This is an optimization exercise on Yosys and OpenROAD, whose aim is small area, a short achievable clock period and few clock cycles per item, not a production implementation.
Function was checked by simulation only, so behaviour that the tests miss may differ from the original.
No activity file was given, so power comes from the tool's default toggle rates.

Setup of try-onyx:
Design bcu, start of the top module:
module bcu (
    input  wire         clk,
    input  wire         rst,             
    input  wire         cmd_valid,
    output wire         cmd_ready,
    input  wire [127:0] cmd,
    output wire         rsp_valid,
    input  wire         rsp_ready,
    output wire [127:0] rsp
);
Size: about 4200 cells after synthesis, roughly 420 flip-flops, roughly 260 I/O pins, roughly 35000 sq um of cells after synthesis.
clock: 12.0 ns
lec_check: 0
abc_area: 1
cap_margin: 30
core_margin: 2
core_utilization: 45
cts_buf_list: sky130_fd_sc_hd__clkbuf_4
setup_slack_margin: 5
slew_margin: 20
tns_end_percent: 0
standard.sh (not shown) runs the stock make flow with config.mk's settings and CLKGATE_MAP_FILE= SYNTH_SCRIPT=/design/flow/synth_recipe.tcl, a recipe that flattens the netlist after the stock synthesis.
==> flow/flow/run.sh <==
#!/bin/bash
# Layout flow: the standard flow (standard.sh), except that
#  - synthesis maps the logic with the ABC script in flow/abc_area.script
#    (an area-oriented mapping) instead of ORFS's; the registers and every
#    other synthesis step are the standard synthesis's;
#  - the port buffers are sky130_fd_sc_hd__buf_1 (ORFS picks a delay cell);
#  - clock tree synthesis adds no dummy loads.
# Each step's full output goes to a log file in this folder (and ORFS's own
# logs under orfs/logs).
set -euo pipefail
here=$(pwd)
rm -rf "$here/cs_scripts"
cp -r "$FLOW_HOME/scripts" "$here/cs_scripts"
cp "$here/flow/abc_area.script" "$here/cs_scripts/abc_area.script"
bash standard.sh SCRIPTS_DIR="$here/cs_scripts" ABC_AREA=1 synth > "$here/synth.log" 2>&1
bash standard.sh "BUFFER_PORTS_ARGS=-buffer_cell sky130_fd_sc_hd__buf_1" SETUP_SLACK_MARGIN=6.5 "CTS_ARGS=-sink_clustering_enable -repair_clock_nets -buf_list sky130_fd_sc_hd__clkbuf_4 -dont_use_dummy_load" finish > "$here/layout.log" 2>&1
==> flow/flow/abc_area.script <==
strash
&get -n
&fraig -x
&put
scorr
dc2
strash
&get -n
&dc2
&synch2
&nf -R 1000
&put
buffer -c
topo
stime -c
upsize -c
dnsize -c
Testbench counts of try-onyx, summed over its fixed seeds: cycles 8,118, commands 8,046.
What try-delta does differently from try-onyx at the input level:
--- a/flow/design.v
+++ b/flow/design.v
@@ -147,18 +147,16 @@
         end else if (take) begin
             if (u_clr | u_setp) begin
                 t_p  <= 1'b1;
                 t_l  <= 1'b0;
                 t_o  <= 1'b0;
                 t_rd <= u_setp;
             end
             loff_v <= 1'b0;
-        end else if (!cmd_valid) begin
-            loff_v <= 1'b0;              
         end
     end
     always @(posedge clk) begin
         if (cmd_valid & ~unit_ok)
             loff <= c_off[7:0];
     end
     function [3:0] rowoh;
         input [4:0] b;
Findings:
Worst setup slack: try-onyx and try-delta compared, lower one is try-onyx. Compared with try-onyx, try-delta degrades via count. The combined area of the multi-input logic cells in try-delta was lower than what try-onyx gave. Worst hold slack across all endpoints came out lower on try-delta than on try-onyx. Cell depth of the worst setup path in try-delta is 13 below try-onyx. Share of total power in combinational logic: try-delta vs try-onyx up 3.3 points. try-onyx was larger in final cell area than try-delta. Relative to try-onyx, fill cell total of the finished layout has decreased by 1.5% in try-delta. Global-route usage (higher): try-delta. Switching part of the total: try-delta vs try-onyx up 1.8 points.
Testbench counts of try-delta, summed over its fixed seeds: cycles 8,118, commands 8,046.

## v6
Another version of the RTL of bcu (not shown whole).
For scale: ~4000 cells after synthesis, ~420 flip-flops.
clock: 12.0 ns
lec_check: 0
abc_area: 1
cap_margin: 30
core_margin: 2
core_utilization: 45
cts_buf_list: sky130_fd_sc_hd__clkbuf_4
setup_slack_margin: 5
slew_margin: 20
tns_end_percent: 0
Scripts as last shown in full above: flow/flow/run.sh, flow/flow/abc_area.script
v6 | stages: all done | timing, DRC, antenna: all pass
Testbench counts of v6, summed over its fixed seeds: cycles 8,118, commands 8,046.
The following lists how v7 was set up differently from v6:
-- flow/design.v --
<<< v6, line 25
    reg         r_tl;                    
    reg         r_pos;                   
    reg         r_xoff;                  
    reg [55:0]  r_x;                     
>>> v7, line 25
    reg         r_tl;                    
    reg         r_pos;                   
    reg [1:0]   r_k;
    reg         r_xoff;                  
    reg [55:0]  r_x;                     
<<< v6, line 74
    wire        o_valid = o_entv;
    wire [25:0] pos_hi1 = pos[31:6] + 26'd1;      
    wire [31:0] o_off   = r_pos ? pos : (r_xoff ? r_x[31:0] : 32'd0);
    wire [55:0] o_data  = r_xoff ? 56'd0 : o_entv ? {24'd0, ent_value} : r_ent ? 56'd0 : r_x;
    assign rsp = {8'd0, o_data, o_off, o_valid, 1'b0, o_tlen, 5'd0, o_size, o_id, 4'd0, r_status};
>>> v7, line 75
    wire        o_valid = o_entv;
    wire [25:0] pos_hi1 = pos[31:6] + 26'd1;      
    wire [6:0]  o_plo   = {1'b0, pos[5:0]} + {3'd0, r_k[1], 1'b0, r_k[0], r_k[0]};
    wire [31:0] o_pos   = {o_plo[6] ? pos_hi1 : pos[31:6], o_plo[5:0]};
    wire [31:0] o_off   = r_pos ? o_pos : (r_xoff ? r_x[31:0] : 32'd0);
    wire [55:0] o_data  = r_xoff ? 56'd0 : o_entv ? {24'd0, ent_value} : r_ent ? 56'd0 : r_x;
    assign rsp = {8'd0, o_data, o_off, o_valid, 1'b0, o_tlen, 5'd0, o_size, o_id, 4'd0, r_status};
<<< v6, line 313
                          ({7{ncls[6]}} & encw_e6);
    wire [31:0] pos_new = {pn_lo[6] ? pos_hi1 : pos[31:6], pn_lo[5:0]};
    wire [6:0]  p8l     = {1'b0, pos[5:0]} + 7'd8;
    wire [6:0]  p11l    = {1'b0, pos[5:0]} + 7'd11;
    wire [31:0] pos_p8  = {p8l[6]  ? pos_hi1 : pos[31:6], p8l[5:0]};
    wire [31:0] pos_p11 = {p11l[6] ? pos_hi1 : pos[31:6], p11l[5:0]};
    reg         n_write;                 
    reg         n_clear;                 
>>> v7, line 316
                          ({7{ncls[6]}} & encw_e6);
    wire [31:0] pos_new = {pn_lo[6] ? pos_hi1 : pos[31:6], pn_lo[5:0]};
    reg         n_write;                 
    reg         n_clear;                 
<<< v6, line 331
    reg         n_tl;
    reg         n_rpos;
    reg         n_xoff;
    reg [55:0]  n_x;
>>> v7, line 330
    reg         n_tl;
    reg         n_rpos;
    reg [1:0]   n_k;                     
    reg         n_xoff;
    reg [55:0]  n_x;
<<< v6, line 348
        n_tl      = 1'b0;
        n_rpos    = 1'b0;
        n_xoff    = 1'b0;
        n_x       = 56'd0;
>>> v7, line 348
        n_tl      = 1'b0;
        n_rpos    = 1'b0;
        n_k       = 2'b00;
        n_xoff    = 1'b0;
        n_x       = 56'd0;
<<< v6, line 405
                n_ent    = 1'b1;
                n_tl     = 1'b1;
                n_xoff   = 1'b1;
                n_x      = {24'd0, pos_p11};
            end else if (!ok_p1) begin
                n_status = F_TRUNCATED;
                n_xoff   = 1'b1;
                n_x      = {24'd0, pos_p8};
            end else if (d_sz == 3'd7) begin
                n_status = F_RESERVED_SIZE;
                n_xoff   = 1'b1;
                n_x      = {24'd0, pos_p8};
            end else if (!ok_p2) begin
                n_status = F_TRUNCATED;
                n_xoff   = 1'b1;
                n_x      = {24'd0, pos_p11};
            end else begin
                n_ent_we  = 1'b1;
>>> v7, line 406
                n_ent    = 1'b1;
                n_tl     = 1'b1;
                n_rpos   = 1'b1;
                n_k      = 2'b11;
            end else if (!ok_p1) begin
                n_status = F_TRUNCATED;
                n_rpos   = 1'b1;
                n_k      = 2'b10;
            end else if (d_sz == 3'd7) begin
                n_status = F_RESERVED_SIZE;
                n_rpos   = 1'b1;
                n_k      = 2'b10;
            end else if (!ok_p2) begin
                n_status = F_TRUNCATED;
                n_rpos   = 1'b1;
                n_k      = 2'b11;
            end else begin
                n_ent_we  = 1'b1;
<<< v6, line 549
            r_tl     <= n_tl;
            r_pos    <= n_rpos;
            r_xoff   <= n_xoff;
            r_x      <= n_x;
>>> v7, line 550
            r_tl     <= n_tl;
            r_pos    <= n_rpos;
            r_k      <= n_k;
            r_xoff   <= n_xoff;
            r_x      <= n_x;
==> comparison <==
v6 ended up with input port to flop as its startpoint-to-endpoint class of the critical path; v7 ended up with flop to flop.
Compared with v6, in v7 sequential portion of the cell area has decreased, top achievable clock speed rose by 0.012 GHz.
The via count of the first global-routing pass of v7 exceeds that of v6 by 172.
Summary of v7 over v6: cell count now larger; layout overhead on the synthesized area higher; cell area now sits higher; final worst setup slack increased by 590 ps relative to the old numbers; transition time at the pin with the least slew margin increased 9.7 ps.
v6 -> v7: areal power density over the cells decreased slightly
Testbench counts of v7, summed over its fixed seeds: cycles 8,118, commands 8,046.

bcu, a different RTL version from the one above (not shown whole).
For scale: roughly 4200 cells after synthesis, ~430 flip-flops, about 260 I/O pins, roughly 0.036 mm2 of cells after synthesis.
Settings: LEC_CHECK=0, ABC_AREA=1, CAP_MARGIN=30, CORE_MARGIN=2, CORE_UTILIZATION=45, CTS_BUF_LIST=sky130_fd_sc_hd__clkbuf_4, SETUP_SLACK_MARGIN=5, SLEW_MARGIN=20, TNS_END_PERCENT=0; clock period 12.0 ns.
==> flow/flow/run.sh <==
#!/bin/bash
# Layout flow: the standard flow (standard.sh), except that
#  - synthesis maps the logic with the ABC script in flow/abc_area.script
#    (an area-oriented mapping) instead of ORFS's; the registers and every
#    other synthesis step are the standard synthesis's;
#  - the port buffers are sky130_fd_sc_hd__buf_1 (ORFS picks a delay cell);
set -euo pipefail
here=$(pwd)
rm -rf "$here/cs_scripts"
cp -r "$FLOW_HOME/scripts" "$here/cs_scripts"
cp "$here/flow/abc_area.script" "$here/cs_scripts/abc_area.script"
bash standard.sh SCRIPTS_DIR="$here/cs_scripts" ABC_AREA=1 synth > "$here/synth.log" 2>&1
bash standard.sh "BUFFER_PORTS_ARGS=-buffer_cell sky130_fd_sc_hd__buf_1" SETUP_SLACK_MARGIN=6.5 finish > "$here/layout.log" 2>&1
Scripts as last shown in full above: flow/flow/abc_area.script
The first run finished with timing, DRC and antenna clean.
Testbench counts at the start, summed over its fixed seeds: cycles 8,118, commands 8,046.
Next try:
--- a/flow/design.v
+++ b/flow/design.v
@@ -153,25 +153,15 @@
             end
             loff_v <= 1'b0;
         end else if (!cmd_valid) begin
             loff_v <= 1'b0;              
         end
     end
-    reg [5:0] la;                        
-    reg       la_gt56;                   
-    reg       lhi_off;                   
-    reg       lwrf_big;                  
-    wire [63:0] in_amask = (c_a[5:0] > 6'd56) ? 64'd0 : ((64'd1 << c_a[5:0]) - 64'd1);
     always @(posedge clk) begin
-        if (cmd_valid & ~unit_ok) begin
-            loff     <= c_off[7:0];
-            la       <= c_a[5:0];
-            la_gt56  <= (c_a > 16'd56);
-            lhi_off  <= (c_off[31:8] != 24'd0);
-            lwrf_big <= ((c_data & ~in_amask) != 64'd0);
-        end
+        if (cmd_valid & ~unit_ok)
+            loff <= c_off[7:0];
     end
     function [3:0] rowoh;
         input [4:0] b;
         input [2:0] j;
         reg   [3:0] h;                   
         reg         c;                   
@@ -252,13 +242,13 @@
     wire [6:0] encw_e5 = {1'b0, pos[5:0]} + 7'd27;
     wire [6:0] encw_e6 = {1'b0, pos[5:0]} + 7'd43;
     wire [6:0] encw_end = ({7{ec[0]}} & encw_e0) | ({7{ec[1]}} & encw_e1) |
                           ({7{ec[2]}} & encw_e2) | ({7{ec[3]}} & encw_e3) |
                           ({7{ec[4]}} & encw_e4) | ({7{ec[5]}} & encw_e5) |
                           ({7{ec[6]}} & encw_e6);
-    wire [6:0] wrf_end  = {1'b0, loff[5:0]} + {1'b0, la};
+    wire [6:0] wrf_end  = {1'b0, loff[5:0]} + {1'b0, c_a[5:0]};
     wire [5:0] wr_end  = ({6{t_p}} & encw_end[5:0]) |
                          ({6{t_o}} & wrf_end[5:0]) |
                          ({6{t_l}} & {len[2:0] + 3'd1, 3'b000});
     wire       wr_wrap = (t_p & encw_end[6]) | (t_o & wrf_end[6]) | (t_l & (len[2:0] == 3'd7));
     wire [7:0] a_hi = 8'd1 << amt[5:3];
     wire [7:0] a_lo = 8'd1 << amt[2:0];
@@ -277,13 +267,13 @@
     endgenerate
     wire [8:0] p8lo  = {1'b0, pos[7:0]} + 9'd8;
     wire [8:0] p11lo = {1'b0, pos[7:0]} + 9'd11;
     wire hi_p0  = (pos[31:8]   != 24'd0);
     wire hi_p1  = hi_p0 | p8lo[8];
     wire hi_p2  = hi_p0 | p11lo[8];
-    wire hi_off = lhi_off;                        
+    wire hi_off = (c_off[31:8] != 24'd0);
     wire ok_p0  = rd_ok(hi_p0,  pos[7:0],   len);
     wire ok_p1  = rd_ok(hi_p1,  p8lo[7:0],  len);
     wire ok_p2  = rd_ok(hi_p2,  p11lo[7:0], len);
     wire ok_off = rd_ok(hi_off, loff, len);       
     wire [6:0] gl_p2  = grown(p11lo[7:0], len);
     wire [6:0] gl_off = grown(loff, len);
@@ -301,16 +291,16 @@
             3'd4: d_vmask = 32'h0000_00FF;
             3'd5: d_vmask = 32'h0000_FFFF;
             default: d_vmask = 32'hFFFF_FFFF;
         endcase
     end
     wire [31:0] d_val = rd_win[42:11] & d_vmask;
-    wire [63:0] a_mask = la_gt56 ? 64'd0 : ((64'd1 << la) - 64'd1);
+    wire [63:0] a_mask = (c_a[5:0] > 6'd56) ? 64'd0 : ((64'd1 << c_a[5:0]) - 64'd1);
     wire [55:0] rdf_val = rd_win[55:0] & a_mask[55:0];
-    wire        wrf_big = lwrf_big;
-    wire        a_gt56  = la_gt56;
+    wire        wrf_big = ((c_data & ~a_mask) != 64'd0);
+    wire        a_gt56  = (c_a > 16'd56);
     wire [6:0]  dc;                      
     generate
         for (gj = 0; gj < 7; gj = gj + 1) begin : g_dc
             assign dc[gj] = (d_sz == gj);
         end
     endgenerate
The new run completed with no timing, DRC or antenna violations.
Setup slack gets worse by 0.0060 ns.
Register-to-register slack is worse by 0.14 ns.
Total power is lower by 8.8%.
Count of clock-buffer cells in the layout drops by 13.
Utilization shrinks by 0.46 points.
Flip-flop and latch count came out lower by 9.
Sequential power is lower by about 4%.
Clock power hardly moves.
Die area goes down by 2.4%.
Combinational power is lower by 20%.
Final cell count drops by about 1.5%.
Area after synthesis came out lower by 2.4%.
Hold slack improves by 0.037 ns.
Testbench counts after the change, summed over its fixed seeds: cycles 8,118, commands 8,046.

[afterwards: timing with drivers on the ports]
In the flow no input, the clock included, has a driving cell. The finished layouts below were timed again as built, in two steps. Step 1, drivers: a clkbuf_16 drives clk and a buf_2 each remaining input, both assumed. Step 2 moves the port delays by t, midway between the first and last clock arrival at a register: inputs arrive t later, outputs are due t later. That takes back most of the time a late clock gives input paths. Slacks: no drivers / after step 1 / after step 2; pairs: no drivers / after step 1.
run	shift t [ns]	setup WS [ns]	hold WS [ns]	worst setup path at the end
try-onyx	0.961	5.551 / 5.593 / 4.633	0.520 / 0.520 / 0.520	input to register
try-delta	0.980	5.708 / 5.709 / 4.729	0.467 / 0.467 / 0.467	input to register
v6	0.943	4.773 / 4.806 / 3.864	0.453 / 0.453 / 0.453	input to register
v7	1.019	5.360 / 5.360 / 4.363	0.450 / 0.450 / 0.450	input to register
the first run of note 3	1.060	5.603 / 5.651 / 4.590	0.478 / 0.478 / 0.478	input to register
the second run of note 3	1.012	5.597 / 5.628 / 4.615	0.514 / 0.514 / 0.514	input to register
After both steps every run listed still meets setup and hold. The setup slack of the first run of note 3, which loses most, moves by +0.048 ns with the drivers and by -1.013 ns with both steps.
